This is an optimization exercise on Yosys and OpenROAD, whose aim is small area, a short achievable clock period and few clock cycles per item, not a production implementation. Only simulation tests tie the RTL to the original design; equivalence was not proved.

==> design.v <==
module bitwidth16 (
    input  wire [15:0] v,
    output reg  [4:0]  bits
);
    integer i;
    always @* begin
        bits = 5'd0;
        for (i = 0; i < 16; i = i + 1)
            if (v[i])
                bits = i + 1;
    end
endmodule
module filtcore (
    input  wire        clk,
    input  wire        rst,
    input  wire        cmd_valid,
    output wire        cmd_ready,
    input  wire [31:0] cmd_word,
    output wire        rsp_valid,
    input  wire        rsp_ready,
    output wire [31:0] rsp_word,
    output wire [1:0]  err_sticky
);
    reg [15:0] al_l, al_h;       
    reg        cfg_l, cfg_h;
    reg [15:0] last_l, last_h;
    reg [5:0]  al_n;
    reg [3:0]  ash_n;
    reg        cfg_n;
    reg [9:0]  ls_n;             
    reg [1:0]  err_q;
    reg        va;               
    reg [1:0]  ua, oa;
    reg        ia;
    reg [15:0] xa;               
    reg [2:0]  sia;              
    reg        k_hi, k_mid, k_lo;    
    reg        ve;               
    reg        e_l, e_h, e_n;    
    reg        e_cin;            
    reg [15:0] lc;               
    reg        e_fin;            
    reg        e_step;           
    reg        e_clr;            
    reg [1:0]  est;              
    reg [22:0] ep;               
    reg [6:0]  eb;               
    reg [15:0] ex;               
    reg        rv;               
    reg [1:0]  rs;
    reg [15:0] rr;               
    wire en = !rv || rsp_ready;
    wire [1:0]  cu = cmd_word[19:18];
    wire [1:0]  co = cmd_word[17:16];
    wire [15:0] cd = cmd_word[15:0];
    wire cill = (cmd_word[31:20] != 12'd0) || (cu == 2'd3) ||
                (co == 2'd3 && cd != 16'd0);
    wire p_go;
    wire a_rel;
    assign cmd_ready = !rst && (!va || a_rel);
    wire accept = cmd_valid && cmd_ready;
    always @(posedge clk) begin
        if (rst)
            va <= 1'b0;
        else if (accept)
            va <= 1'b1;
        else if (a_rel)
            va <= 1'b0;
    end
    wire        cw;
    wire [15:0] new_al;
    wire        fw      = cw && ua == {1'b0, cu[0]};
    wire        big_new = new_al[15:7] != 9'd0;
    wire        big_c   = fw ? big_new : (cu[0] ? al_h[15:7] != 9'd0 : al_l[15:7] != 9'd0);
    wire        cfg_c   = fw || (cu[0] ? cfg_h : cfg_l);
    wire        slow_c  = !cill && !cu[1] && co == 2'd1 && cfg_c && big_c;
    wire [4:0]  cx_bits;
    bitwidth16 u_bw_x (.v(cd), .bits(cx_bits));
    wire [2:0]  csi   = (cx_bits > 5'd10) ? cx_bits - 5'd10 : 3'd0;
    wire [15:0] cxs   = cd >> csi;
    wire        cnorm = cu == 2'd2 && co == 2'd1;
    always @(posedge clk) begin
        if (accept) begin
            ua  <= cu;
            oa  <= co;
            ia  <= cill;
            xa  <= cnorm ? {6'd0, cxs[9:0]} : cd;
            sia <= csi;
        end
    end
    always @(posedge clk) begin
        if (accept) begin
            k_hi  <= slow_c;
            k_mid <= 1'b0;
            k_lo  <= 1'b0;
        end else if (p_go) begin
            k_hi  <= 1'b0;
            k_mid <= k_hi;
            k_lo  <= k_mid;
        end
    end
    wire basic   = !ua[1];
    wire is_init = oa == 2'd0;
    wire is_proc = oa == 2'd1;
    wire is_setc = oa == 2'd2;
    wire is_rst  = oa == 2'd3;
    wire [15:0] al_s  = ua[0] ? al_h : al_l;
    wire        cfg_s = ua[1] ? cfg_n : (ua[0] ? cfg_h : cfg_l);
    wire [8:0]  oh_s  = 9'd0 - al_s[15:7];       
    wire step = !ia && is_proc && cfg_s;
    wire fin  = !k_hi && !k_mid;
    assign p_go  = va && en;
    assign a_rel = p_go && fin;
    reg [6:0]  pa, pb;
    reg [15:0] px;
    always @* begin
        if (!basic) begin
            pa = {1'b0, al_n};
            pb = 7'd64 - {1'b0, al_n};
            px = xa;
        end else begin
            px = xa;
            if (k_hi) begin
                pa = {5'd0, al_s[15:14]};
                pb = {5'd0, oh_s[8:7]};
            end else if (k_mid) begin
                pa = al_s[13:7];
                pb = oh_s[6:0];
            end else begin
                pa = al_s[6:0];
                pb = ~al_s[6:0];
            end
        end
    end
    wire [22:0] prod;
    wire [22:0] pca, pcb;
    wire [23:0] prod24;
    mac7x16 u_mac_p (.b(pa), .l(px), .p(23'd0), .c(23'd0), .sa(pca), .sb(pcb), .t(prod24));
    assign prod = prod24[22:0];
    wire [4:0]  nsh  = {1'b0, ash_n} + {2'd0, sia};
    reg [1:0] pst;
    always @* begin
        if (ia)                    pst = 2'd1;
        else if (is_proc && !cfg_s) pst = 2'd2;
        else                       pst = 2'd0;
    end
    assign new_al = xa + 16'd1;
    wire [4:0]  raw_bits;
    bitwidth16 u_bw_raw (.v(xa), .bits(raw_bits));
    wire [3:0]  new_ash = (raw_bits > 5'd6) ? raw_bits - 5'd6 : 4'd0;
    wire [15:0] raw_sh  = xa >> new_ash;
    assign cw = p_go && !ia && (is_init || is_setc);
    always @(posedge clk) begin
        if (!rst && cw && ua == 2'd0) al_l <= new_al;
        if (!rst && cw && ua == 2'd1) al_h <= new_al;
        if (!rst && cw && ua == 2'd2) begin
            al_n  <= raw_sh[5:0];
            ash_n <= new_ash;
        end
    end
    always @(posedge clk) begin
        if (rst) begin
            cfg_l <= 1'b0;
            cfg_h <= 1'b0;
            cfg_n <= 1'b0;
            err_q <= 2'd0;
        end else begin
            if (cw && ua == 2'd0) cfg_l <= 1'b1;
            if (cw && ua == 2'd1) cfg_h <= 1'b1;
            if (cw && ua == 2'd2) cfg_n <= 1'b1;
            if (p_go && pst == 2'd1) err_q[0] <= 1'b1;
            if (p_go && pst == 2'd2) err_q[1] <= 1'b1;
        end
    end
    always @(posedge clk) begin
        if (rst)
            ve <= 1'b0;
        else if (en)
            ve <= p_go;
    end
    always @(posedge clk) begin
        if (p_go) begin
            e_l    <= ua == 2'd0;
            e_h    <= ua == 2'd1;
            e_n    <= ua[1];
            e_cin  <= k_mid || k_lo;
            e_fin  <= fin;
            e_step <= step;
            e_clr  <= !ia && (is_init || is_rst);
            est    <= pst;
            ep     <= prod;
            eb     <= pb;
            ex     <= basic ? xa : {11'd0, nsh};
        end
    end
    wire e_go = ve && en;
    wire [15:0] el = lc;
    wire [15:0] ec = {16{e_cin}} & rr;
    wire [22:0] t;
    wire [22:0] ta, tb;          
    wire [23:0] t24;
    mac7x16 u_mac_e (.b(eb), .l(el), .p(ep), .c({ec, 7'd0}), .sa(ta), .sb(tb), .t(t24));
    assign t = t24[22:0];
    wire        c7  = ({1'b0, ta[6:0]} + {1'b0, tb[6:0]}) >> 7;
    wire [17:0] hx  = {2'b00, ex};
    wire [17:0] hna = {2'b11, ~ta[22:7]};
    wire [17:0] hnb = {2'b11, ~tb[22:7]};
    wire [17:0] hs  = hx ^ hna ^ hnb;
    wire [17:0] hc  = {(hx & hna | hx & hnb | hna & hnb), 1'b1};
    wire [17:0] hd  = hs + hc + {17'd0, !c7};           
    wire        hneg = t24[23] ? (hd[17] && !hd[16]) : hd[17];
    wire [15:0] hb  = hneg ? 16'd0 : hd[15:0];
    wire [15:0] yb = t[22:7];
    wire [15:0] s   = t[15:0];
    wire [4:0]  e   = ex[4:0];
    wire [31:0] sh  = {16'd0, s} << e;
    wire        sat = sh[31:22] != 10'd0;
    wire [15:0] yn  = sat ? 16'hFFFF : sh[21:6];
    wire [4:0]  sb;
    bitwidth16 u_bw_s (.v(s), .bits(sb));
    wire [5:0]  ub  = {1'b0, sb} + {1'b0, e};        
    wire [15:0] top_r = s >> (sb - 5'd10);
    wire [15:0] top_l = s << (5'd10 - sb);
    wire [9:0]  top = (sb >= 5'd10) ? top_r[9:0] : top_l[9:0];
    wire [9:0]  ls_next = sat ? 10'h3FF : (ub > 6'd16) ? top : sh[15:6];
    wire        e_same = (e_l && ua == 2'd0) || (e_h && ua == 2'd1) || (e_n && ua == 2'd2);
    wire        e_wr   = ve && e_fin && (e_clr || e_step);
    wire [15:0] e_new  = e_clr ? 16'd0 : e_n ? {6'd0, ls_next} : yb;
    wire [15:0] a_last = ua[1] ? {6'd0, ls_n} : (ua[0] ? last_h : last_l);
    always @(posedge clk) begin
        if (p_go)
            lc <= (e_same && e_wr) ? e_new : a_last;
    end
    always @(posedge clk) begin
        if (rst) begin
            last_l <= 16'd0;
            last_h <= 16'd0;
            ls_n   <= 10'd0;
        end else if (e_go) begin
            if (e_fin) begin
                if (e_l) begin
                    if (e_clr) last_l <= 16'd0;
                    else if (e_step) last_l <= yb;
                end
                if (e_h) begin
                    if (e_clr) last_h <= 16'd0;
                    else if (e_step) last_h <= yb;
                end
                if (e_n) begin
                    if (e_clr) ls_n <= 10'd0;
                    else if (e_step) ls_n <= ls_next;
                end
            end
        end
    end
    always @(posedge clk) begin
        if (rst)
            rv <= 1'b0;
        else if (en)
            rv <= e_go && e_fin;
    end
    always @(posedge clk) begin
        if (e_go) begin
            rs  <= est;
            if (e_fin && !e_step)
                rr <= 16'd0;
            else if (e_fin && e_n)
                rr <= yn;
            else if (e_fin && e_h)
                rr <= hb;
            else if (e_fin)
                rr <= yb;
            else
                rr <= t[15:0];
        end
    end
    assign rsp_valid  = rv && !rst;
    assign rsp_word   = {14'd0, rs, rr};
    assign err_sticky = err_q;
endmodule
module mac7x16 (
    input  wire [6:0]  b,
    input  wire [15:0] l,
    input  wire [22:0] p,
    input  wire [22:0] c,
    output wire [22:0] sa,
    output wire [22:0] sb,
    output wire [23:0] t
);
    wire [22:0] r0 = b[0] ? {7'd0, l}       : 23'd0;
    wire [22:0] r1 = b[1] ? {6'd0, l, 1'd0} : 23'd0;
    wire [22:0] r2 = b[2] ? {5'd0, l, 2'd0} : 23'd0;
    wire [22:0] r3 = b[3] ? {4'd0, l, 3'd0} : 23'd0;
    wire [22:0] r4 = b[4] ? {3'd0, l, 4'd0} : 23'd0;
    wire [22:0] r5 = b[5] ? {2'd0, l, 5'd0} : 23'd0;
    wire [22:0] r6 = b[6] ? {1'd0, l, 6'd0} : 23'd0;
    wire [22:0] s1a = r0 ^ r1 ^ r2;
    wire [22:0] c1a = {(r0 & r1 | r0 & r2 | r1 & r2), 1'b0};
    wire [22:0] s1b = r3 ^ r4 ^ r5;
    wire [22:0] c1b = {(r3 & r4 | r3 & r5 | r4 & r5), 1'b0};
    wire [22:0] s1c = r6 ^ p ^ c;
    wire [22:0] c1c = {(r6 & p | r6 & c | p & c), 1'b0};
    wire [22:0] s2a = s1a ^ c1a ^ s1b;
    wire [22:0] c2a = {(s1a & c1a | s1a & s1b | c1a & s1b), 1'b0};
    wire [22:0] s2b = c1b ^ s1c ^ c1c;
    wire [22:0] c2b = {(c1b & s1c | c1b & c1c | s1c & c1c), 1'b0};
    wire [22:0] s3 = s2a ^ c2a ^ s2b;
    wire [22:0] c3 = {(s2a & c2a | s2a & s2b | c2a & s2b), 1'b0};
    wire [22:0] s4 = s3 ^ c3 ^ c2b;
    wire [22:0] c4 = {(s3 & c3 | s3 & c2b | c3 & c2b), 1'b0};
    assign sa = s4;
    assign sb = c4;
    assign t  = {1'b0, s4} + {1'b0, c4};
endmodule
==> flow/run.sh <==
#!/bin/bash
set -euo pipefail
bash standard.sh SETUP_SLACK_MARGIN=6 finish > standard.log 2>&1
==> standard.sh <==
#!/bin/bash
# synth_recipe.tcl (not shown) runs the flow's synth.tcl, then flattens the netlist and writes it again
# the make line also repeats each setting of config.mk as NAME=value (left out here)
make -C /OpenROAD-flow-scripts/flow DESIGN_CONFIG=/design/flow/config.mk WORK_HOME=/design/flow/orfs CLKGATE_MAP_FILE= SYNTH_SCRIPT=/design/flow/synth_recipe.tcl "${@:-finish}"
==> config.mk <==
export PLATFORM = sky130hd
export DESIGN_NAME = filtcore
export DESIGN_NICKNAME = filtcore
export VERILOG_FILES = /design/flow/design.v
export SDC_FILE = /design/flow/constraint.sdc
export NUM_CORES = 4
export LEC_CHECK = 0
export CAP_MARGIN = 20
export CORE_MARGIN = 2
export CORE_UTILIZATION = 60
export PLACE_DENSITY = 0.7
export SLEW_MARGIN = 20
==> constraint.sdc <==
create_clock -name core_clock -period 14.0 [get_ports {clk}]
set_input_delay 2.8000 -clock core_clock [delete_from_list [all_inputs] [get_ports {clk}]]
set_output_delay 2.8000 -clock core_clock [all_outputs]
set_load 0.01 [all_outputs]
==> results.cfg, run 1 <==
[run_status]
status = complete, no violations

[final_layout]
fin_nets = 2955
ff_latch_area_um2 = 5730
area_growth_pct = 10.4
multi_input_area_um2 = 16100
layout.cells.non_filler = 3129
drive_gt1_frac = 0.0894
fillers = 3084
num_antenna_cells = 0

[clocking]
h-tree-depth = 1
clkTransAtPathRegs_ns = 0.07
clock_sinks = 208
hold_buffers = 0
clockBufferDepth = 3
cts_tree = built
numCtsBuffers = 23
clock_latency_ns = 0.55
root_buffer = clkbuf_16

[grt]
grt-ovfl-total = 0
grt_use_total = 0.360
grt_max_degree = 70
grt_pass1_vias = 19500
grt_pass1_wl_um = 112000
antenna_found_initial = 0

[setup_path]
path_common_cell = fa_1
slowest_delay_ns = 0.53
cp.required_ns = 14.25
crit_type = register to register
worst_setup_path_start_kind = register
end_kind = register
arrival_ns = 8.10
slowest_stage = fa_1
cp_max_fo = 18

[placement]
place.gp.congestion = 0.948
dp.cells = 3043
hpwlAfterDp_um = 55300
port_buffers = 57

[sta]
finalCritPeriodShare = 0.560
hold_viol_final = 0
setup_violations = 0
relSlewSlack = 0.301
fin_tns_setup_ns = 0
drv_slew = 0
tightest_slew_ns = 1.04
fin_skew_ns = 0.0184
rsz0062_at_grt = yes
finalCriticalPeriod_ns = 7.84
fmax_mhz = 127

[route]
vias = 19900
initialDrtViolationCount = 2185
drtAntennaViolNets = 0
drt-total-wl_um = 72300
firstDrtPassIters = 6
drc_errors = 0
routedWlPerCell_um = 23.1
via_per_inst = 6.35

[floorplanning]
dieWidth_um = 200
rows = 71
core_um2 = 37800
start_util = 0.611
die_area_um2 = 40100
die_y_um = 200
io_pins = 72

[yosys]
synth_area_um2 = 23100
yosys.cell_count.top_type = inv_1
synth.area.top_cells = edfxtp_1 (20%), fa_1 (17%), ha_1 (6.6%), and2_1 (5.1%), mux2i_1 (4.8%)
synth-main-ff-cell = edfxtp_1
synth_seq_cells = 208
synth_area_leader_cell = edfxtp_1
synth_cell_types = 101
yosysWarningCount = 2
synth_commonest_cells = inv_1 (292), nand2_1 (199), fa_1 (197)
post_synth.cell_area_avg_um2 = 8.95
yosysSeqAreaShare = 0.248
synth-edff-count = 156
async_flop_share = 0
yosysTopAreaCellShare = 0.203
syn_inst = 2580

[flow_run]
drv_cap = 0

[worst_hold_path]
hold_class = register to register
==> worst max-delay path, delay by kind of cell (launching register included) <==
family | cells | cell delay (ns)
adders and majority gates | 7 | 2.91
AOI/OAI and AO/OA | 10 | 2.39
and+or+nand+nor | 5 | 1.17
buffers and inverters | 6 | 0.53
DFF | 1 | 0.52
==> sequential cells by signal (all words and copies together) (netlist names), 2 cells and up <==
| signal | count |
|---|---|
| ep | 23 |
| al_h | 16 |
| al_l | 16 |
| ex | 16 |
| last_h | 16 |
| last_l | 16 |
| lc | 16 |
| rr | 16 |
| xa | 16 |
| ls_n | 10 |
| eb | 7 |
| al_n | 6 |
| ash_n | 4 |
| sia | 3 |
| err_q | 2 |
| est | 2 |
| oa | 2 |
| rs | 2 |
| ua | 2 |
==> placed cells by master (no fill, tap or decap), drive strengths merged, types with 13 or more instances in the layout <==
master / synthesis / layout
nand3: 41 / 41
nor4: 20 / 20
a21oi: 197 / 197
xor2: 23 / 23
conb: 1 / 14
and2: 189 / 189
mux2i: 110 / 110
edfxtp: 156 / 156
fa: 197 / 197
nor2b: 38 / 38
dfxtp: 52 / 52
or3: 15 / 15
buf: 43 / 85
o21ai: 97 / 97
nor2: 172 / 172
a211oi: 36 / 36
o21bai: 15 / 15
o22ai: 13 / 13
ha: 121 / 121
a31oi: 13 / 13
xnor2: 54 / 54
nand2: 199 / 199
nor3: 69 / 69
o211ai: 20 / 20
o31ai: 17 / 17
clkbuf: 117 / 31
a221oi: 16 / 16
clkdlybuf4s50: 0 / 57
a21o: 26 / 26
inv: 295 / 295
nand2b: 19 / 19
==> area by class of cell <==
class,count,share of cell area
multi-input cells,1930,0.630
flip-flops and latches,208,0.225
inverters,296,0.0444
well taps,511,0.0251
repair buffers,142,0.0481
clock buffers,31,0.0238
clock inverters,11,0.00427
==> worst paths after layout <==
check / start / endpoint / slack [ns] / cells after the start
worst max-delay path: lc[1] / lc[8] / 6.16 / 28
worst min-delay path: est[0] / rs[0] / 0.43 / 0
worst max register to register: lc[1] / lc[8] / 6.16 / 28
worst min register to register: est[0] / rs[0] / 0.43 / 0
==> metrics by stage <==
| step | util | setup WS [ns] | hold WS (ns) | cell area, um^2 |
|---|---|---|---|---|
| floorplan | - | 6.55 | 0.400 | 23100 |
| global placement | 0.636 | 4.65 | 0.406 | 24000 |
| detailed placement | 0.636 | 4.62 | 0.411 | 24000 |
| CTS | 0.665 | 6.00 | 0.425 | 25100 |
| global route | 0.675 | 5.93 | 0.440 | 25500 |
| finish | 0.675 | 6.16 | 0.426 | 25500 |
==> routing by layer <==
layer | track usage | vias up | share of wire
li1 | - | 8947 | -
met1 | 0.511 | 9801 | 0.41
met2 | 0.547 | 980 | 0.44
met3 | 0.0809 | 155 | 0.11
met4 | 0.122 | 0 | 0.037
met5 | 0 | - | 0
==> kinds of logic (layout without fill, tap and decap cells) <==
family,count (synthesis),after routing,synth area share
simple gates,818,818,0.179
fa+ha+maj,319,319,0.237
compound gates,569,570,0.164
flops,208,208,0.248
other cells,1,14,0.000162
mux,132,132,0.0633
xor+xnor,77,77,0.0302
buf+inv,456,480,0.0790
==> timing repair <==
item                       CTS  global route
buffers inserted            30            13
resized for setup           36            50
cloned                       0             1
setup endpoints to repair   20            24
pin swaps                    6            14
Testbench counts, summed over its fixed seeds: cycles 16,024, items 16,000.
==> run 2: changes to the inputs <==
--- a/design.v
+++ b/design.v
@@ -38,7 +38,6 @@
     reg        ve;               
     reg        e_l, e_h, e_n;    
     reg        e_cin;            
-    reg [15:0] lc;               
     reg        e_fin;            
     reg        e_step;           
     reg        e_clr;            
@@ -194,7 +193,8 @@
         end
     end
     wire e_go = ve && en;
-    wire [15:0] el = lc;
+    wire [15:0] el = ({16{e_l}} & last_l) | ({16{e_h}} & last_h) |
+                     ({16{e_n}} & {6'd0, ls_n});
     wire [15:0] ec = {16{e_cin}} & rr;
     wire [22:0] t;
     wire [22:0] ta, tb;          
@@ -214,23 +214,28 @@
     wire [15:0] s   = t[15:0];
     wire [4:0]  e   = ex[4:0];
     wire [31:0] sh  = {16'd0, s} << e;
-    wire        sat = sh[31:22] != 10'd0;
-    wire [15:0] yn  = sat ? 16'hFFFF : sh[21:6];
-    wire [4:0]  sb;
-    bitwidth16 u_bw_s (.v(s), .bits(sb));
-    wire [5:0]  ub  = {1'b0, sb} + {1'b0, e};        
-    wire [15:0] top_r = s >> (sb - 5'd10);
-    wire [15:0] top_l = s << (5'd10 - sb);
-    wire [9:0]  top = (sb >= 5'd10) ? top_r[9:0] : top_l[9:0];
-    wire [9:0]  ls_next = sat ? 10'h3FF : (ub > 6'd16) ? top : sh[15:6];
-    wire        e_same = (e_l && ua == 2'd0) || (e_h && ua == 2'd1) || (e_n && ua == 2'd2);
-    wire        e_wr   = ve && e_fin && (e_clr || e_step);
-    wire [15:0] e_new  = e_clr ? 16'd0 : e_n ? {6'd0, ls_next} : yb;
-    wire [15:0] a_last = ua[1] ? {6'd0, ls_n} : (ua[0] ? last_h : last_l);
-    always @(posedge clk) begin
-        if (p_go)
-            lc <= (e_same && e_wr) ? e_new : a_last;
+    reg  [15:0] m_sat, m_big;
+    integer i;
+    always @* begin
+        for (i = 0; i < 16; i = i + 1) begin
+            m_sat[i] = i + e >= 22;
+            m_big[i] = i + e >= 16;
+        end
     end
+    wire        sat = (s & m_sat) != 16'd0;
+    wire        big = (s & m_big) != 16'd0;
+    wire [15:0] yn  = sat ? 16'hFFFF : sh[21:6];
+    reg  [3:0]  s_msb;           
+    integer k;
+    always @* begin
+        s_msb = 4'd0;
+        for (k = 0; k < 16; k = k + 1)
+            if (s[k])
+                s_msb = k;
+    end
+    wire [15:0] nrm = s << (~s_msb);
+    wire [9:0]  top = nrm[15:6];
+    wire [9:0]  ls_next = sat ? 10'h3FF : big ? top : sh[15:6];
     always @(posedge clk) begin
         if (rst) begin
             last_l <= 16'd0;
==> flow/run.sh (replaced) <==
#!/bin/bash
set -euo pipefail
bash standard.sh ADDER_MAP_FILE= SETUP_SLACK_MARGIN=7.5 finish > standard.log 2>&1
==> results.cfg, run 2 <==
[clocking]
h-tree-depth = 4
clock_latency_ns = 0.45
numCtsBuffers = 17
clkTransAtPathRegs_ns = 0.08
root_buffer = clkbuf_16
clock_sinks = 192
clockBufferDepth = 2
hold_buffers = 0
cts_tree = built

[grt]
grt.busiest_layer = met2
antenna_found_initial = 0
grt_pass1_vias = 20300
use_met1 = 0.448
grt-ovfl-total = 0
grt_pass1_wl_um = 111000
grt_use_total = 0.358
grt_max_degree = 62
globalRouteMet2Util = 0.593
gr-usage-met3 = 0.0459

[route]
drt-total-wl_um = 73500
drtAntennaViolNets = 0
vias = 22200
drc_errors = 0
routedWlPerCell_um = 21.4
firstDrtPassIters = 8
via_per_inst = 6.46
initialDrtViolationCount = 2029

[setup_path]
r2r_slack_ns = 7.45
rr_endpoint = rr[14]
arrival_ns = 6.84
slowest_delay_ns = 0.46
reg2reg_depth = 23
worstPathCellList = buf_12 > a222oi_1 > buf_4 > nor2_1 > xnor3_2 > xnor3_1 > xnor3_2 > o31ai_1 > o31a_1 > nand2b_1 > a21oi_1 > and2_1 > o31ai_4 > a211oi_2 > o31ai_4 > a31oi_4 > a2111oi_4 > o31ai_2 > a311o_1 > o31ai_1 > nand3_1 > a21oi_2 > o221a_1
slowest_stage = xnor3_1
r2r-start = e_h
cp_max_fo = 20
endpoint = rr[14]
worst_setup_path_start_kind = register
end_kind = register
crit_type = register to register
cp-startpoint = e_h
cp.required_ns = 14.30

[final_layout]
largest_register_ffs = 23
num_antenna_cells = 0
layout_commonest_cell = nor2_1
drive_gt1_frac = 0.127
top_register = ep
final_cell_mix = nor2_1 (323), nand2_1 (296), xnor2_1 (220)
area_growth_pct = 12.9
fin_nets = 2949

[yosys]
syn_inst = 2879
synth.area.top_cells = edfxtp_1 (18%), xnor2_1 (8.9%), nor2_1 (5.3%), maj3_1 (5.0%), a21oi_1 (4.9%)
synth_area_leader_cell = edfxtp_1
yosysSeqAreaShare = 0.228
yosys.cell_count.top_type = nor2_1
post_synth.cell_area_avg_um2 = 7.99
async_flop_share = 0
yosysTopAreaCellShare = 0.183
synth_seq_cells = 192
synth_area_um2 = 23000
yosysWarningCount = 2
synth-main-ff-cell = edfxtp_1
synth-edff-count = 140
synth_cell_types = 98
synth_commonest_cells = nor2_1 (326), nand2_1 (301), xnor2_1 (235)

[sta]
finalCriticalPeriod_ns = 6.55
fin_tns_setup_ns = 0
drv_slew = 0
setup_violations = 0
fmax_mhz = 153
fin_skew_ns = 0.0182
rsz0062_at_grt = yes
setup_slack_ns = 7.45
relSlewSlack = 0.307
hold_viol_final = 0
tightest_slew_ns = 1.04
finalCritPeriodShare = 0.468

[placement]
hpwlAfterDp_um = 53300
place_ws_ns = 6.76
port_buffers = 57
place.gp.congestion = 0.977

[floorplanning]
dieWidth_um = 200
start_util = 0.609
die_y_um = 200
rows = 71
core_um2 = 37800
die_area_um2 = 39900
io_pins = 72

[run_status]
status = complete, no violations

[flow_run]
drv_cap = 0

[worst_hold_path]
hold_class = register to register
## run 2: cell count changes in the layout (fill, tap and decap cells not counted), sizes merged, moves of 88 or more
cell	previous run	this run
xnor2	54	245
and2	189	58
nand2	199	301
ha	121	0
maj3	1	122
fa	197	0
inv	295	77
nor2	172	326
xor2	23	111
## run 2: cell type report
class,instances,area (um^2)
clock inverter,15,181
timing repair buffer,184,1650
clock buffer,17,425
tap,511,639
multi-input combinational,2441,17500
inverter,76,294
fill,3135,11800
timing repair inverter,1,7.51
sequential,192,5250
## run 2: timing repair
action                     CTS  global route
setup endpoints to repair   39            37
setup buffers               23            40
gates cloned                 2             2
pin swaps                   17            47
resized for setup           71           105
## run 2: cell families (layout without fill, tap and decap cells)
group	after synthesis	in the layout	synth area share
adders and majority gates	122	122	0.0534
muxes	89	89	0.0419
DFF	192	192	0.228
other	1	14	0.000163
AOI/OAI and AO/OA	763	763	0.218
xor gates and xnor gates	421	421	0.204
and+or+nand+nor	1032	1032	0.208
buffers and inverters	259	293	0.0457
## run 2: worst min path at each step
stage,startpoint,to,slack (ns),cells after the start
finish,est[1],rs[1],0.42,0
global route,est[1],rs[1],0.43,0
CTS,est[1],rs[1],0.42,0
detailed placement,est[1],rs[1],0.41,0
global placement,est[0],rs[0],0.40,0
floorplan,est[0],rs[0],0.40,0
## run 2: stage by stage
step | util | instance area (um^2) | std cells | hold slack [ns]
6_report | 0.688 | 26000 | 3437 | 0.424
4_1_cts | 0.666 | 25200 | 3395 | 0.425
3_3_place_gp | 0.635 | 24000 | 3336 | 0.405
2_1_floorplan | - | 23100 | 2892 | 0.400
5_1_grt | 0.688 | 26000 | 3437 | 0.429
3_5_place_dp | 0.636 | 24000 | 3338 | 0.409
## run 2: critical path, delay by kind of cell (launching register included)
kind | cells | cell delay (ns)
xor gates and xnor gates | 3 | 1.33
buffers and inverters | 2 | 0.47
AOI/OAI and AO/OA | 14 | 3.46
DFF | 1 | 0.45
and+or+nand+nor | 4 | 0.68
## run 2: metal layers
| metal | part of all wire | wire (um) |
|---|---|---|
| met5 | 0 | 0 |
| met2 | 0.47 | 34600 |
| met3 | 0.079 | 5810 |
| met1 | 0.39 | 28700 |
| met4 | 0.060 | 4400 |
Testbench counts of run 2, summed over its fixed seeds: cycles 16,024, items 16,000.
==> run 3: changes to the inputs <==
==> flow/run.sh (replaced) <==
#!/bin/bash
set -euo pipefail
bash standard.sh SETUP_SLACK_MARGIN=7 finish > standard.log 2>&1
--- a/config.mk
+++ b/config.mk
@@ -5,6 +5,7 @@
 export SDC_FILE = /design/flow/constraint.sdc
 export NUM_CORES = 4
 export LEC_CHECK = 0
+export ABC_AREA = 1
 export CAP_MARGIN = 20
 export CORE_MARGIN = 2
 export CORE_UTILIZATION = 60
==> results.cfg, run 3 <==
[floorplanning]
start_util = 0.608
rows = 69
dieWidth_um = 194
die_area_um2 = 37500
core_um2 = 35500
io_pins = 72
die_y_um = 194

[flow_run]
drv_cap = 0

[setup_path]
slowest_stage = clkdlybuf4s50_1
end_kind = output port
cp_max_fo = 3
arrival_ns = 4.07
crit_type = primary input to output port
worst-path-buf-inv = 3
worst_setup_path_start_kind = primary input
slowest_delay_ns = 0.44
cp_top_family = buffers and inverters
cp.required_ns = 11.20
worstPathCellList = clkdlybuf4s50_1 > nor2_4 > inv_1 > a21oi_1 > nor2_1 > dlygate4sd2_1

[sta]
hold_viol_final = 0
fin_tns_setup_ns = 0
fmax_mhz = 146
hold_slack_ns = 0.431
rsz0062_at_grt = no
fin_skew_ns = 0.0185
setup_slack_ns = 7.13
tightest_slew_ns = 1.08
drv_slew = 0
setup_violations = 0
relSlewSlack = 0.275
finalCritPeriodShare = 0.491
finalCriticalPeriod_ns = 6.87

[grt]
grt_pass1_vias = 19600
antenna_found_initial = 0
grt_max_degree = 60
grt-ovfl-total = 0
grt_pass1_wl_um = 102000
grt_use_total = 0.343

[placement]
hpwlAfterDp_um = 50900
port_buffers = 57
place_ws_ns = 6.69
place.gp.congestion = 0.975

[final_layout]
drive_gt1_frac = 0.0594
largest_register_ffs = 23
area_growth_pct = 7.13
top_register = ep
num_antenna_cells = 0
ff_latch_area_um2 = 5250
layout_commonest_cell = nand2_1
fillers = 3150
fin_nets = 3244
final_cell_mix = nand2_1 (621), inv_1 (473), nor2_1 (292)
multi_input_area_um2 = 14000

[clocking]
cts_tree = built
clockBufferDepth = 2
clock_latency_ns = 0.46
h-tree-depth = 4
clock_sinks = 192
root_buffer = clkbuf_16
numCtsBuffers = 17
clkTransAtPathRegs_ns = 0.08

[route]
routedWlPerCell_um = 19.1
drt-total-wl_um = 64000
drc_errors = 0
via_per_inst = 5.78
firstDrtPassIters = 6
initialDrtViolationCount = 1709
vias = 19400
drtAntennaViolNets = 0

[yosys]
syn_inst = 2876
yosysWarningCount = 2
yosysTopAreaCellShare = 0.195
synth.area.top_cells = edfxtp_1 (19%), fa_1 (18%), nand2_1 (11%), inv_1 (8.2%), ha_1 (7.7%)
synth_seq_cells = 192
post_synth.cell_area_avg_um2 = 7.50
synth_commonest_cells = nand2_1 (622), inv_1 (473), nor2_1 (294)
yosysSeqAreaShare = 0.243
synth_cell_types = 67
yosys.cell_count.top_type = nand2_1
synth_area_um2 = 21600
synth-main-ff-cell = edfxtp_1
async_flop_share = 0
synth_area_leader_cell = edfxtp_1
synth-edff-count = 140

[worst_hold_path]
hold_class = register to register

[run_status]
status = complete, no violations
==> run 3: changes by cell type in the layout (fill, tap and decap cells not counted), sizes merged, moves of 62 or more <==
cell and change:
buf -99, maj3 -122, fa +195, xnor2 -237, nand2 +348, a21oi -62, nand3 +104, inv +426
ha +132
==> run 3: timing repair <==
| item | CTS | global route |
|---|---|---|
| setup buffers | 2 | 6 |
| resized for setup | 4 | 14 |
| endpoints found under the setup margin | 8 | 33 |
| pin swaps | 0 | 2 |
| hold buffers | 0 | 0 |
| cloned | 0 | 1 |
==> run 3: path summary, 6_finish.rpt <==
check	start	to	slack, ns	cells past startpoint
setup / recovery	rsp_ready	cmd_ready	7.13	6
hold / removal	est[1]	rs[1]	0.43	0
setup reg to reg	e_l	rr[14]	7.25	25
hold reg to reg	est[1]	rs[1]	0.43	0
==> run 3: layout make-up <==
class	count	area share
Timing Repair Buffer	85	0.0334
Clock buffer	17	0.0184
Tap cell	461	0.0249
Inverter	503	0.0818
Multi-Input combinational cell	2082	0.607
Clock inverter	15	0.00725
Sequential cell	192	0.227
==> run 3: stage by stage <==
stage               instances  utilization  area, um^2
finish                   3355        0.652       23100
global route             3355        0.652       23100
detailed placement       3314        0.631       22400
CTS                      3348        0.649       23000
global placement         3314        0.631       22400
floorplan                2889            -       21600
==> run 3: cells by family after synthesis <==
logic type / synth area share
fa+ha+maj: 0.257
other cells: 0.000174
simple gates: 0.229
xor+xnor: 0.0263
buf+inv: 0.113
compound gates: 0.129
mux: 0.00232
flops: 0.243
==> run 3: worst reg2reg max path, stage by stage, from the launching register on <==
cell	delay (ns)
edfxtp_1	0.52
buf_4	0.23
inv_1	0.16
o22ai_1	0.41
nand2_1	0.17
fa_1	0.53
fa_1	0.52
fa_1	0.54
inv_1	0.05
fa_1	0.56
inv_1	0.06
fa_1	0.43
ha_1	0.35
a21oi_1	0.16
nand2_1	0.09
nand2_1	0.06
inv_1	0.04
or2_1	0.20
a21oi_1	0.23
o21ai_2	0.14
a21boi_0	0.31
o21ai_1	0.16
a21boi_0	0.26
nand2_1	0.08
a31oi_1	0.16
nor2_1	0.07
==> run 3: per-layer routing <==
metal  vias to the layer above  global-route usage  wire length [um]
li1                       9173                   -                 -
met1                      9246               0.412             25100
met2                       776               0.599             31400
met3                       202              0.0487              3900
met4                         0               0.184              3580
met5                         -                   0                 0
==> run 4: changes to the inputs <==
==> flow/run.sh (replaced) <==
#!/bin/bash
set -euo pipefail
bash standard.sh SETUP_SLACK_MARGIN=7.6 finish > standard.log 2>&1
==> results.cfg, run 4 <==
[route]
initialDrtViolationCount = 1623
drt-total-wl_um = 66200
vias = 19900
via_per_inst = 5.84
wl_met1_um = 25600
firstDrtPassIters = 5
dr.max_layer_used = met4
wl_met2_um = 32600
drc_errors = 0
met3WireLength_um = 4180
drtAntennaViolNets = 0
routedWlPerCell_um = 19.4

[yosys]
post_synth.cell_area_avg_um2 = 7.50
yosysWarningCount = 2
yosys.area_share.simple = 0.229
yosys.area_share.adder = 0.257
yosys.cell_count.top_type = nand2_1
yosysTopAreaCellShare = 0.195
syn_inst = 2876
synth_area_um2 = 21600
synthMuxAreaShare = 0.00232
synth_area_leader_cell = edfxtp_1
synth-edff-count = 140
yosysSeqAreaShare = 0.243
synth-main-ff-cell = edfxtp_1
synth_top_family_by_area = adder cells
synth_seq_cells = 192
synth.area.top_cells = edfxtp_1 (19%), fa_1 (18%), nand2_1 (11%), inv_1 (8.2%), ha_1 (7.7%)
synth_cell_types = 67
synth-xor-area-share = 0.0263
synth_commonest_cells = nand2_1 (622), inv_1 (473), nor2_1 (294)
async_flop_share = 0
synth_compound_area_frac = 0.129

[final_layout]
area_growth_pct = 12.4
final_cell_mix = nand2_1 (597), inv_1 (458), nor2_1 (283)
multi_input_area_um2 = 14700
finalInstanceArea_um2 = 24300
fin_nets = 3298
drive_gt1_frac = 0.113
fillers = 2993
largest_register_ffs = 23
ff_latch_area_um2 = 5250
layout.cells.non_filler = 3409
top_register = ep
num_antenna_cells = 0
layout_commonest_cell = nand2_1

[floorplanning]
die_area_um2 = 37500
start_util = 0.608
dieWidth_um = 194
rows = 69
die_y_um = 194
io_pins = 72
core_um2 = 35500

[clocking]
cts_tree = built
clock_sinks = 192
hold_buffers = 0
clkTransAtPathRegs_ns = 0.08
clockBufferDepth = 2
clock_latency_ns = 0.46
root_buffer = clkbuf_16
h-tree-depth = 4
numCtsBuffers = 17

[setup_path]
worst_setup_path_start_kind = primary input
cp.required_ns = 11.20
reg2reg_depth = 26
cp_max_fo = 3
r2r_slack_ns = 7.70
r2r-start = e_n
crit_type = primary input to output port
arrival_ns = 3.54
rr_endpoint = ls_n[9]
end_kind = output port

[worst_hold_path]
hold_end = rs[1]
hold_class = register to register
min_from = est[1]
holdPathStages = 0

[grt]
grt_max_degree = 60
grt_use_total = 0.347
grt_pass1_wl_um = 103000
grt_pass1_vias = 19700
antenna_found_initial = 0
grt-ovfl-total = 0

[placement]
hpwlAfterDp_um = 50900
dp.cells = 3314
place.gp.congestion = 0.975
placed_area_um2 = 22400
port_buffers = 57

[sta]
fmax_mhz = 158
drv_slew = 0
hold_slack_ns = 0.435
finalCriticalPeriod_ns = 6.34
fin_skew_ns = 0.0208
relSlewSlack = 0.284
rsz0062_at_grt = no
fin_tns_setup_ns = 0
setup_violations = 0
hold_viol_final = 0
tightest_slew_ns = 1.07
finalCritPeriodShare = 0.453

[run_status]
status = complete, no violations

[flow_run]
drv_cap = 0
[run 4: cell count changes in the layout (fill, tap and decap cells not counted), sizes merged]
cell           change
clkbuf             -1
clkdlybuf4s15      +1
clkdlybuf4s50      -2
inv                -3
buf               +56
clkinvlp           +3
[run 4: through the flow]
step | setup WS (ns) | util
3_3_place_gp | 6.74 | 0.631
2_1_floorplan | 7.67 | -
5_1_grt | 7.48 | 0.684
4_1_cts | 7.60 | 0.656
3_5_place_dp | 6.69 | 0.631
6_report | 7.66 | 0.684
[run 4: metal layers]
metal	vias up	GRT usage
li1	9296	-
met1	9544	0.414
met2	836	0.604
met3	228	0.0506
met4	0	0.190
met5	-	0
[run 4: timing repair]
item / CTS / global route
gates cloned: 1 / 1
buffers inserted: 12 / 49
pin swaps: 8 / 67
gates resized for setup: 52 / 143
setup endpoints to repair: 40 / 32
[run 4: layout make-up]
| cell class | instances | share of cell area |
|---|---|---|
| Clock buffer | 17 | 0.0175 |
| Timing Repair Buffer | 139 | 0.0524 |
| Inverter | 503 | 0.0785 |
| Clock inverter | 15 | 0.00691 |
| Sequential cell | 192 | 0.216 |
| Multi-Input combinational cell | 2082 | 0.605 |
| Tap cell | 461 | 0.0238 |
[run 4: kinds of logic (layout without fill, tap and decap cells)]
family,after synthesis,after routing
other,1,14
AO/OA/AOI/OAI,494,495
adder cells (fa/ha/maj),327,327
XOR/XNOR,64,64
buffers and inverters,616,674
AND/OR/NAND/NOR,1177,1177
multiplexers,5,5
flip-flops,192,192
[run 4: how the worst max path moves through the flow]
stage / startpoint / to / slack (ns) / cells after the start
3_5_place_dp: ua[0] / ep[17] / 6.69 / 25
5_1_grt: e_h / rr[4] / 7.48 / 35
2_1_floorplan: rst / rsp_valid / 7.67 / 3
4_1_cts: e_n / rr[10] / 7.60 / 29
3_3_place_gp: rst / cmd_ready / 6.74 / 3
6_report: rsp_ready / cmd_ready / 7.66 / 6
[run 4: worst max-delay path, cell delays in order]
cell,delay (ns)
clkdlybuf4s15_1,0.20
nor2_4,0.11
inv_2,0.06
a21oi_2,0.16
nor2_1,0.08
buf_2,0.15
==> run 5: changes to the inputs <==
--- a/config.mk
+++ b/config.mk
@@ -11,3 +11,4 @@
 export CORE_UTILIZATION = 60
 export PLACE_DENSITY = 0.7
 export SLEW_MARGIN = 20
+export TNS_END_PERCENT = 5
==> results.cfg, run 5 <==
[setup_path]
worst_setup_path_start_kind = register
cp_top_family = adder cells
r2r_slack_ns = 7.64
end_kind = register
cp_max_fo = 7
rr_endpoint = ls_n[9]
slowest_stage = edfxtp_1
cp.required_ns = 14.35
reg2reg_depth = 25
crit_type = register to register
arrival_ns = 6.71
slowest_delay_ns = 0.54
r2r-start = e_n
worst-path-buf-inv = 7

[sta]
hold_slack_ns = 0.431
setup_violations = 0
rsz0062_at_grt = yes
tightest_slew_ns = 1.08
fin_skew_ns = 0.0178
finalCritPeriodShare = 0.454
hold_viol_final = 0
fmax_mhz = 157
drv_slew = 0
fin_tns_setup_ns = 0
relSlewSlack = 0.280
finalCriticalPeriod_ns = 6.36
setup_slack_ns = 7.64

[yosys]
async_flop_share = 0
synth-edff-count = 140
yosysWarningCount = 2
post_synth.cell_area_avg_um2 = 7.50
yosysSeqAreaShare = 0.243
synth_cell_types = 67
synth_seq_cells = 192
synth-main-ff-cell = edfxtp_1
synth_area_um2 = 21600
yosys.cell_count.top_type = nand2_1
yosysTopAreaCellShare = 0.195
synth_area_leader_cell = edfxtp_1
syn_inst = 2876
synth_commonest_cells = nand2_1 (622), inv_1 (473), nor2_1 (294)
synth.area.top_cells = edfxtp_1 (19%), fa_1 (18%), nand2_1 (11%), inv_1 (8.2%), ha_1 (7.7%)

[grt]
grt_use_total = 0.344
grt-ovfl-total = 0
grt_pass1_wl_um = 103000
antenna_found_initial = 0
grt_pass1_vias = 19600
grt_max_degree = 60

[floorplanning]
io_pins = 72
rows = 69
start_util = 0.608
die_area_um2 = 37500
dieWidth_um = 194
core_um2 = 35500
die_y_um = 194

[route]
initialDrtViolationCount = 1664
firstDrtPassIters = 6
drt-total-wl_um = 65500
via_per_inst = 5.82
routedWlPerCell_um = 19.3
vias = 19800
drtAntennaViolNets = 0
drc_errors = 0

[flow_run]
drv_cap = 0

[worst_hold_path]
holdPathStages = 0
min_from = est[1]
hold_end = rs[1]
hold_class = register to register

[clocking]
clkTransAtPathRegs_ns = 0.08
clockBufferDepth = 2
cts_tree = built
root_buffer = clkbuf_16
clock_sinks = 192
hold_buffers = 0
clock_latency_ns = 0.46
h-tree-depth = 4
numCtsBuffers = 17

[placement]
hpwlAfterDp_um = 50900
port_buffers = 57
place.gp.congestion = 0.975
place_ws_ns = 6.69

[final_layout]
fin_nets = 3291
top_register = ep
drive_gt1_frac = 0.0966
layout_commonest_cell = nand2_1
final_cell_mix = nand2_1 (600), inv_1 (466), nor2_1 (291)
largest_register_ffs = 23
area_growth_pct = 11.0
num_antenna_cells = 0

[run_status]
status = complete, no violations
-- run 5: cell counts after synthesis --
No cell type changed its count.
-- run 5: cell families (layout without fill, tap and decap cells) --
logic type,after synthesis,count (layout),share of synthesized area
other,1,14,0.000174
adder cells (fa/ha/maj),327,327,0.257
XOR/XNOR,64,64,0.0263
flip-flops,192,192,0.243
AO/OA/AOI/OAI,494,495,0.129
buffers and inverters,616,667,0.113
multiplexers,5,5,0.00232
AND/OR/NAND/NOR,1177,1177,0.229
-- run 5: area by class of cell --
type	count	area (um^2)
fillers	3047	11500
repair buffers	132	1190
inverters	503	1900
well taps	461	577
multi-input cells	2082	14400
flip-flops and latches	192	5250
clock buffers	17	425
clock inverters	15	168
-- run 5: how the worst max path moves through the flow --
stage	slack, ns	cells after the start	endpoint	from
2_1_floorplan	7.67	3	rsp_valid	rst
3_3_place_gp	6.74	3	cmd_ready	rst
3_5_place_dp	6.69	25	ep[17]	ua[0]
4_1_cts	7.31	3	rsp_valid	rst
5_1_grt	7.39	30	rr[11]	e_n
6_report	7.64	25	ls_n[9]	e_n
-- run 5: worst reg2reg max path: stages, from the launching register on --
cell and delay [ns]:
edfxtp_1 0.54, buf_4 0.21, nand2_2 0.13, nand3_4 0.13, nand2_1 0.09, inv_1 0.07, fa_1 0.54, inv_1 0.05
fa_1 0.46, fa_1 0.54, inv_1 0.05, fa_1 0.49, buf_4 0.16, ha_1 0.33, inv_1 0.09, o21bai_1 0.11
a21oi_2 0.15, nand2_1 0.14, xnor2_4 0.35, inv_2 0.22, o21ai_0 0.25, o21ai_0 0.17, o211ai_1 0.43, o21ai_0 0.25
o21ai_1 0.21, a21oi_1 0.10
-- run 5: timing repair --
item | CTS | global route
setup buffers | 5 | 50
endpoints found under the hold margin | 0 | 0
gates resized for setup | 16 | 119
endpoints found under the setup margin | 40 | 34
gates cloned | 0 | 1
pin swaps | 3 | 49
-- run 5: metal layers --
layer  part of all wire  up-vias  global-route usage
met2               0.49      863               0.601
met1               0.39     9421               0.412
met5                  0        -                   0
met4              0.059        0               0.182
li1                   -     9279                   -
met3              0.064      222              0.0480
-- run 5: stage by stage --
step	instance area (um^2)	util	std cells
CTS	23100	0.650	3351
global route	24000	0.675	3402
detailed placement	22400	0.631	3314
floorplan	21600	-	2889
finish	24000	0.675	3402
global placement	22400	0.631	3314
==> run 6: changes to the inputs <==
--- a/design.v
+++ b/design.v
@@ -56,7 +56,8 @@
                 (co == 2'd3 && cd != 16'd0);
     wire p_go;
     wire a_rel;
-    assign cmd_ready = !rst && (!va || a_rel);
+    reg rdy_x, rdy_y;
+    assign cmd_ready = !rst && (rdy_x || (rdy_y && rsp_ready));
     wire accept = cmd_valid && cmd_ready;
     always @(posedge clk) begin
         if (rst)
@@ -75,15 +76,18 @@
     wire        slow_c  = !cill && !cu[1] && co == 2'd1 && cfg_c && big_c;
     wire [4:0]  cx_bits;
     bitwidth16 u_bw_x (.v(cd), .bits(cx_bits));
-    wire [2:0]  csi   = (cx_bits > 5'd10) ? cx_bits - 5'd10 : 3'd0;
-    wire [15:0] cxs   = cd >> csi;
+    wire        ncoef = cu == 2'd2 && !co[0];
+    wire [4:0]  ck    = ncoef ? 5'd6 : 5'd10;
+    wire [3:0]  csa   = (cx_bits > ck) ? cx_bits - ck : 4'd0;
+    wire [15:0] cxs   = cd >> csa;
+    wire [2:0]  csi   = csa[2:0];
     wire        cnorm = cu == 2'd2 && co == 2'd1;
     always @(posedge clk) begin
         if (accept) begin
             ua  <= cu;
             oa  <= co;
             ia  <= cill;
-            xa  <= cnorm ? {6'd0, cxs[9:0]} : cd;
+            xa  <= cnorm ? {6'd0, cxs[9:0]} : ncoef ? {6'd0, csa, cxs[5:0]} : cd;
             sia <= csi;
         end
     end
@@ -144,17 +148,13 @@
         else                       pst = 2'd0;
     end
     assign new_al = xa + 16'd1;
-    wire [4:0]  raw_bits;
-    bitwidth16 u_bw_raw (.v(xa), .bits(raw_bits));
-    wire [3:0]  new_ash = (raw_bits > 5'd6) ? raw_bits - 5'd6 : 4'd0;
-    wire [15:0] raw_sh  = xa >> new_ash;
-    assign cw = p_go && !ia && (is_init || is_setc);
+    assign cw = va && !ia && (is_init || is_setc);
     always @(posedge clk) begin
         if (!rst && cw && ua == 2'd0) al_l <= new_al;
         if (!rst && cw && ua == 2'd1) al_h <= new_al;
         if (!rst && cw && ua == 2'd2) begin
-            al_n  <= raw_sh[5:0];
-            ash_n <= new_ash;
+            al_n  <= xa[5:0];
+            ash_n <= xa[9:6];
         end
     end
     always @(posedge clk) begin
@@ -167,8 +167,8 @@
             if (cw && ua == 2'd0) cfg_l <= 1'b1;
             if (cw && ua == 2'd1) cfg_h <= 1'b1;
             if (cw && ua == 2'd2) cfg_n <= 1'b1;
-            if (p_go && pst == 2'd1) err_q[0] <= 1'b1;
-            if (p_go && pst == 2'd2) err_q[1] <= 1'b1;
+            if (va && pst == 2'd1) err_q[0] <= 1'b1;
+            if (va && pst == 2'd2) err_q[1] <= 1'b1;
         end
     end
     always @(posedge clk) begin
@@ -264,6 +264,15 @@
         else if (en)
             rv <= e_go && e_fin;
     end
+    wire va_n    = !rst && (accept || (va && !a_rel));
+    wire k_hi_n  = accept ? slow_c : (p_go ? 1'b0 : k_hi);
+    wire k_mid_n = accept ? 1'b0 : (p_go ? k_hi : k_mid);
+    wire rv_n    = !rst && (en ? (e_go && e_fin) : rv);
+    wire fin_n   = !k_hi_n && !k_mid_n;
+    always @(posedge clk) begin
+        rdy_x <= !va_n || (fin_n && !rv_n);
+        rdy_y <= fin_n;
+    end
     always @(posedge clk) begin
         if (e_go) begin
             rs  <= est;
--- a/config.mk
+++ b/config.mk
@@ -11,4 +11,3 @@
 export CORE_UTILIZATION = 60
 export PLACE_DENSITY = 0.7
 export SLEW_MARGIN = 20
-export TNS_END_PERCENT = 5
==> results.cfg, run 6 <==
[run_status]
status = complete, no violations

[floorplanning]
dieWidth_um = 193
io_pins = 72
die_y_um = 193
rows = 69
core_um2 = 35300
start_util = 0.604
die_area_um2 = 37100

[placement]
placed_area_um2 = 22200
hpwlAfterDp_um = 50800
place.gp.congestion = 1.00
place_ws_ns = 6.65
dp.cells = 3254
port_buffers = 57

[sta]
tightest_slew_ns = 1.01
fin_skew_ns = 0.0232
fmax_mhz = 159
rsz0062_at_grt = yes
setup_slack_ns = 7.69
hold_viol_final = 0
finalCriticalPeriod_ns = 6.31
fin_tns_setup_ns = 0
drv_slew = 0
setup_violations = 0
relSlewSlack = 0.326
finalCritPeriodShare = 0.450

[yosys]
post_synth.cell_area_avg_um2 = 7.59
synth_cell_types = 67
synth_commonest_cells = nand2_1 (579), inv_1 (493), nor2_1 (291)
yosysWarningCount = 2
synth_seq_cells = 194
synth.area.top_cells = edfxtp_1 (20%), fa_1 (18%), nand2_1 (10%), inv_1 (8.7%), ha_1 (7.7%)
async_flop_share = 0
synth-main-ff-cell = edfxtp_1
synth_area_um2 = 21300
yosysTopAreaCellShare = 0.196
synth-edff-count = 139
yosysSeqAreaShare = 0.247
yosys.cell_count.top_type = nand2_1
syn_inst = 2808
synth_area_leader_cell = edfxtp_1

[setup_path]
end_kind = register
crit_type = register to register
worst_setup_path_start_kind = register
arrival_ns = 6.51
cp_max_fo = 8
cp.required_ns = 14.21

[worst_hold_path]
hold_class = register to register

[final_layout]
fillers = 2917
area_growth_pct = 13.4
largest_register_ffs = 23
num_antenna_cells = 0
layout_commonest_cell = nand2_1
layout.cells.non_filler = 3370
drive_gt1_frac = 0.110
final_core_util = 0.685
finalInstanceArea_um2 = 24200
fin_nets = 3259
final_cell_mix = nand2_1 (561), inv_1 (480), nor2_1 (281)
top_register = ep

[grt]
grt_pass1_vias = 19000
grt_pass1_wl_um = 102000
antenna_found_initial = 1
grt-ovfl-total = 0
grt_max_degree = 54
grt_use_total = 0.358

[flow_run]
drv_cap = 0

[clocking]
clockBufferDepth = 2
cts_tree = built
root_buffer = clkbuf_16
clkTransAtPathRegs_ns = 0.09
hold_buffers = 0
h-tree-depth = 4
clock_latency_ns = 0.45
numCtsBuffers = 17
clock_sinks = 194

[route]
initialDrtViolationCount = 1851
routedWlPerCell_um = 20.1
vias = 19600
drc_errors = 0
firstDrtPassIters = 6
drtAntennaViolNets = 0
drt-total-wl_um = 67800
via_per_inst = 5.82
[run 6: changes by cell type in the layout (fill, tap and decap cells not counted), moves of 14 or more]
| cell | change |
|---|---|
| buf_4 | +17 |
| ha_1 | -15 |
| inv_1 | +14 |
| o21ai_0 | -28 |
| nand2_1 | -39 |
[run 6: per-layer routing]
metal	GRT usage	vias up	wire, um
li1	-	9122	-
met1	0.432	9353	26000
met2	0.619	896	32800
met3	0.0506	246	4960
met4	0.197	2	4040
met5	0	-	12
[run 6: layout make-up]
type / count / area, um^2 / area share
clock buffers: 17 / 425 / 0.0176
well taps: 461 / 577 / 0.0238
repair buffers: 155 / 1380 / 0.0571
multi-input cells: 2010 / 14400 / 0.594
flip-flops and latches: 194 / 5280 / 0.218
inverters: 516 / 1970 / 0.0815
repair inverters: 2 / 10.0 / 0.000414
clock inverters: 15 / 180 / 0.00745
[run 6: worst max-delay path: stages, from the launching register on]
cell and delay [ns]:
edfxtp_1 0.50, clkbuf_4 0.24, nand2_1 0.15, nand3_4 0.13
nand2_1 0.08, inv_1 0.07, fa_1 0.55, inv_1 0.06
fa_1 0.46, fa_1 0.52, fa_1 0.60, ha_4 0.35
nand2_1 0.12, nor2_1 0.16, nand3_1 0.14, nand3_1 0.11
nand2_1 0.09, nand2_4 0.16, clkinvlp_4 0.26, nand2_1 0.15
o32ai_1 0.08, nor2_1 0.14, nand2_2 0.16, nor2_4 0.24
buf_4 0.15, nand2_1 0.14, o21ai_1 0.19, a31oi_1 0.06
[run 6: metrics by stage]
step                      hold WS, ns
after CTS                       0.427
after detailed placement        0.408
after global routing            0.436
after floorplan                 0.400
final                           0.433
after global placement          0.414
[run 6: path summary, 6_finish.rpt]
check,start,end,slack [ns],cells after the start
worst max-delay path,e_h,rr[2],7.69,27
worst min-delay path,est[0],rs[0],0.43,0
worst max register to register,e_h,rr[2],7.69,27
worst min register to register,est[0],rs[0],0.43,0
[run 6: timing repair]
| item | 4_1_cts | 5_1_grt |
|---|---|---|
| pin swaps | 7 | 45 |
| resized for setup | 49 | 141 |
| setup buffers | 17 | 58 |
| setup endpoints to repair | 38 | 35 |
| cloned | 1 | 8 |
[run 6: cells by family (layout without fill, tap and decap cells)]
logic type,Yosys count,in the layout,share of synthesized area
simple gates,1137,1139,0.226
xor+xnor,66,66,0.0271
buf+inv,619,705,0.115
fa+ha+maj,327,327,0.261
other cells,1,14,0.000176
mux,5,5,0.00235
compound gates,459,459,0.121
flops,194,194,0.247
Testbench counts of run 6, summed over its fixed seeds: cycles 16,024, items 16,000.
==> run 7: changes to the inputs <==
==> flow/run.sh (replaced) <==
#!/bin/bash
set -euo pipefail
bash standard.sh SYNTH_ARGS=-noabc SETUP_SLACK_MARGIN=7.6 finish > standard.log 2>&1
==> results.cfg, run 7 <==
[run_status]
status = complete, no violations

[final_layout]
largest_register_ffs = 23
multi_input_area_um2 = 14200
layout_commonest_cell = nand2_1
fillers = 2938
fin_nets = 3106
top_register = ep
drive_gt1_frac = 0.0804
ff_latch_area_um2 = 5280
area_growth_pct = 9.86
finalInstanceArea_um2 = 23100
final_cell_mix = nand2_1 (560), inv_1 (347), nor2_1 (301)
num_antenna_cells = 0

[setup_path]
crit_type = register to register
worst-path-buf-inv = 4
cp_max_fo = 7
worst_setup_path_start_kind = register
arrival_ns = 6.40
slowest_stage = fa_1
end_kind = register
cp_top_family = adder cells
cp.required_ns = 14.16
slowest_delay_ns = 0.59

[clocking]
clkTransAtPathRegs_ns = 0.09
root_buffer = clkbuf_16
clockBufferDepth = 2
clock_latency_ns = 0.45
h-tree-depth = 4
numCtsBuffers = 17
cts_tree = built
clock_sinks = 194

[placement]
place.gp.congestion = 1.01
port_buffers = 57
place_ws_ns = 6.72
hpwlAfterDp_um = 49000
placed_area_um2 = 21900

[yosys]
synth_commonest_cells = nand2_1 (567), inv_1 (358), nor2_1 (306)
synth.area.top_cells = edfxtp_1 (20%), fa_1 (19%), nand2_1 (10%), ha_1 (8.9%), inv_1 (6.4%)
yosysSeqAreaShare = 0.251
yosysTopAreaCellShare = 0.199
post_synth.cell_area_avg_um2 = 7.85
yosysWarningCount = 2
synth_seq_cells = 194
async_flop_share = 0
syn_inst = 2679
synth_area_leader_cell = edfxtp_1
synth-main-ff-cell = edfxtp_1
yosys.cell_count.top_type = nand2_1
synth-edff-count = 139
synth_area_um2 = 21000
synth_cell_types = 67

[floorplanning]
dieWidth_um = 191
core_um2 = 34500
start_util = 0.608
die_y_um = 191
die_area_um2 = 36500
rows = 68
io_pins = 72

[route]
drt-total-wl_um = 63000
via_per_inst = 5.89
routedWlPerCell_um = 19.7
drtAntennaViolNets = 0
drc_errors = 0
vias = 18800
firstDrtPassIters = 6
initialDrtViolationCount = 1751

[grt]
grt-ovfl-total = 0
antenna_found_initial = 0
grt_max_degree = 58
grt_use_total = 0.348
grt_pass1_wl_um = 97500
grt_pass1_vias = 18000

[sta]
finalCriticalPeriod_ns = 6.24
drv_slew = 0
setup_slack_ns = 7.76
rsz0062_at_grt = yes
setup_violations = 0
fmax_mhz = 160
fin_tns_setup_ns = 0
relSlewSlack = 0.321
tightest_slew_ns = 1.02
hold_slack_ns = 0.426
finalCritPeriodShare = 0.446
fin_skew_ns = 0.0178
hold_viol_final = 0

[flow_run]
drv_cap = 0

[worst_hold_path]
hold_class = register to register
==> run 7: worst paths after layout <==
path | from | end | slack (ns) | depth (start not counted)
setup / recovery | e_n | rr[5] | 7.76 | 25
hold / removal | est[0] | rs[0] | 0.43 | 0
setup reg to reg | e_n | rr[5] | 7.76 | 25
hold reg to reg | est[0] | rs[0] | 0.43 | 0
==> run 7: worst reg2reg max path, delay by kind of cell, from the launching register on <==
kind / cells / cell delay (ns)
compound gates: 6 / 1.04
fa+ha+maj: 5 / 2.43
buf+inv: 4 / 0.51
flops: 1 / 0.51
mux: 1 / 0.22
simple gates: 9 / 1.25
==> run 7: cell families after synthesis <==
kind of cell               Yosys count  synth area share
AOI/OAI and AO/OA                  445             0.121
xor gates and xnor gates            66            0.0284
adders and majority gates          346             0.276
buffers and inverters              482            0.0916
DFF                                194             0.251
muxes                                4           0.00191
other                                1          0.000178
and+or+nand+nor                   1141             0.229
==> run 7: layout make-up <==
type                    count  share of cell area
clock buffers              17              0.0184
clock inverters            15             0.00791
inverters                 380              0.0626
multi-input cells        2018               0.614
flip-flops and latches    194               0.228
well taps                 455              0.0247
repair buffers            113              0.0439
==> run 7: what timing repair did <==
action                     4_1_cts  5_1_grt
resized for setup               34       72
buffers inserted                19       19
pin swaps                        2       14
hold buffers                     0        0
gates cloned                     0        2
setup endpoints to repair       33       37
==> run 7: metrics by stage <==
step / cells / util
after floorplan: 2692 / -
after CTS: 3171 / 0.657
after global placement: 3120 / 0.633
after detailed placement: 3120 / 0.633
final: 3192 / 0.668
after global routing: 3192 / 0.668
==> run 7: routing by layer <==
layer	share of wire	vias up	global-route usage	wire length, um
met5	0	-	0	0
met4	0.057	0	0.197	3610
met3	0.073	182	0.0630	4570
met2	0.47	856	0.571	29700
met1	0.40	8982	0.434	25100
li1	-	8776	-	-
==> run 8: changes to the inputs <==
--- a/config.mk
+++ b/config.mk
@@ -8,6 +8,6 @@
 export ABC_AREA = 1
 export CAP_MARGIN = 20
 export CORE_MARGIN = 2
-export CORE_UTILIZATION = 60
-export PLACE_DENSITY = 0.7
+export CORE_UTILIZATION = 70
+export PLACE_DENSITY = 0.8
 export SLEW_MARGIN = 20
==> results.cfg, run 8 <==
[clocking]
numCtsBuffers = 17
clockBufferDepth = 2
clkTransAtPathRegs_ns = 0.09
clock_latency_ns = 0.47
root_buffer = clkbuf_16
clock_sinks = 194
cts_tree = built
h-tree-depth = 4

[yosys]
synth.area.top_cells = edfxtp_1 (20%), fa_1 (19%), nand2_1 (10%), ha_1 (8.9%), inv_1 (6.4%)
synth_seq_cells = 194
synth-main-ff-cell = edfxtp_1
async_flop_share = 0
synth_area_leader_cell = edfxtp_1
yosysWarningCount = 2
synth_commonest_cells = nand2_1 (567), inv_1 (358), nor2_1 (306)
synth_area_um2 = 21000
yosysTopAreaCellShare = 0.199
synth_cell_types = 67
post_synth.cell_area_avg_um2 = 7.85
syn_inst = 2679
yosysSeqAreaShare = 0.251
yosys.cell_count.top_type = nand2_1
synth-edff-count = 139

[grt]
gr-usage-met3 = 0.0722
grt-ovfl-total = 0
grt_use_total = 0.433
use_met1 = 0.514
grt.busiest_layer = met2
globalRouteMet2Util = 0.723
antenna_found_initial = 0
grt_max_degree = 59
grt_pass1_wl_um = 104000
grt_pass1_vias = 19800

[sta]
finalCriticalPeriod_ns = 6.42
fmax_mhz = 156
hold_slack_ns = 0.425
hold_viol_final = 0
fin_skew_ns = 0.0173
relSlewSlack = 0.272
setup_slack_ns = 7.58
finalCritPeriodShare = 0.459
drv_slew = 0
setup_violations = 0
fin_tns_setup_ns = 0
rsz0062_at_grt = no
tightest_slew_ns = 1.09

[placement]
port_buffers = 57
place.gp.congestion = 1.03
placed_area_um2 = 21800
dp.cells = 3057
hpwlAfterDp_um = 50600
place_ws_ns = 6.66

[final_layout]
num_antenna_cells = 0
drive_gt1_frac = 0.0924
largest_register_ffs = 23
final_core_util = 0.787
fin_nets = 3130
layout.cells.non_filler = 3151
finalInstanceArea_um2 = 23300
layout_commonest_cell = nand2_1
final_cell_mix = nand2_1 (560), inv_1 (346), nor2_1 (303)
top_register = ep
area_growth_pct = 11.0

[floorplanning]
core_um2 = 29600
die_area_um2 = 31400
rows = 63
dieWidth_um = 177
die_y_um = 177
start_util = 0.709
io_pins = 72

[route]
routedWlPerCell_um = 22.2
drtAntennaViolNets = 0
drt-total-wl_um = 70100
initialDrtViolationCount = 2485
firstDrtPassIters = 6
vias = 20500
via_per_inst = 6.50
drc_errors = 0

[setup_path]
endpoint = rr[6]
cp-startpoint = e_l
cp_max_fo = 10
r2r_slack_ns = 7.58
worst_setup_path_start_kind = register
reg2reg_depth = 24
r2r-start = e_l
rr_endpoint = rr[6]
arrival_ns = 6.63
end_kind = register
crit_type = register to register
cp.required_ns = 14.21

[run_status]
status = complete, no violations

[worst_hold_path]
hold_class = register to register

[flow_run]
drv_cap = 0
## run 8: routing by layer
layer  wire length, um  up-vias
met4              5880        0
met1             24000     9622
met5                 0        -
met3              7090      480
met2             33200     1556
li1                  -     8813
## run 8: timing repair
action | in CTS | in global routing
pin swaps | 4 | 17
setup buffers | 36 | 25
setup endpoints to repair | 33 | 36
resized for setup | 45 | 85
cloned | 0 | 1
hold buffers | 0 | 0
## run 8: layout make-up
type                    instances  area (um^2)
clock buffers                  18          450
fillers                      1938         6300
well taps                     390          488
repair buffers                139         1220
clock inverters                14          179
inverters                     380         1450
flip-flops and latches        194         5280
multi-input cells            2016        14300
## run 8: critical path, stage by stage (launching register included)
cell and delay [ns]:
edfxtp_1 0.39, buf_4 0.21, buf_4 0.21, a22o_1 0.29
inv_4 0.12, nor2_1 0.07, fa_1 0.56, fa_1 0.46
fa_1 0.54, fa_2 0.49, fa_1 0.53, inv_1 0.04
ha_1 0.36, a21oi_2 0.19, nor2_1 0.08, a211oi_2 0.29
o211ai_1 0.20, nand3_1 0.13, nand2_1 0.12, a2bb2oi_2 0.16
nand2_2 0.09, nand2_4 0.12, o22ai_1 0.10, a211oi_2 0.32
nor2_1 0.09
## run 8: worst min path at each step
stage,start,end,depth (start not counted)
6_report,est[0],rs[0],0
3_3_place_gp,est[0],rs[0],0
4_1_cts,est[0],rs[0],0
3_5_place_dp,est[0],rs[0],0
5_1_grt,est[1],rs[1],0
2_1_floorplan,est[0],rs[0],0
## run 8: cell families (layout without fill, tap and decap cells)
| group | Yosys count | after routing | synth area share |
|---|---|---|---|
| xor gates and xnor gates | 66 | 66 | 0.0284 |
| buffers and inverters | 482 | 551 | 0.0916 |
| muxes | 4 | 4 | 0.00191 |
| other | 1 | 14 | 0.000178 |
| AOI/OAI and AO/OA | 445 | 445 | 0.121 |
| adders and majority gates | 346 | 346 | 0.276 |
| and+or+nand+nor | 1141 | 1141 | 0.229 |
| DFF | 194 | 194 | 0.251 |

afterwards: timing with drivers on the ports:
The flow's constraints put no driver on any port. The routed layouts listed below were extracted and timed again, unchanged, in two steps.
Step 1: set_driving_cell puts a clkbuf_16 on clk and a buf_2 on each other input, an assumption about the parent block.
Step 2, shift: input delay + t, output delay - t, t = (earliest + latest rising clock arrival at the registers) / 2. This alone moves slack from input paths to output paths.
Slacks: ideal ports / drivers / drivers and shift; pairs: ideal ports / drivers.
| run | t (ns) | slack for setup (ns) | worst setup path at the end |
|---|---|---|---|
| run 1 | 0.607 | 6.156 / 6.156 / 6.156 | register to register |
| run 2 | 0.489 | 7.455 / 7.455 / 7.455 | register to register |
| run 3 | 0.505 | 7.133 / 7.111 / 7.111 | input to output |
| run 4 | 0.504 | 7.659 / 7.637 / 7.637 | input to output |
| run 5 | 0.504 | 7.637 / 7.637 / 7.637 | register to register |
| run 6 | 0.496 | 7.694 / 7.694 / 7.465 | input to register |
| run 7 | 0.496 | 7.763 / 7.763 / 7.547 | input to register |
| run 8 | 0.516 | 7.578 / 7.578 / 7.456 | input to register |
After both steps setup and hold are still met in every run listed. The setup slack of run 6, which loses most, moves by 0.000 ns with the drivers and by -0.229 ns with both steps.
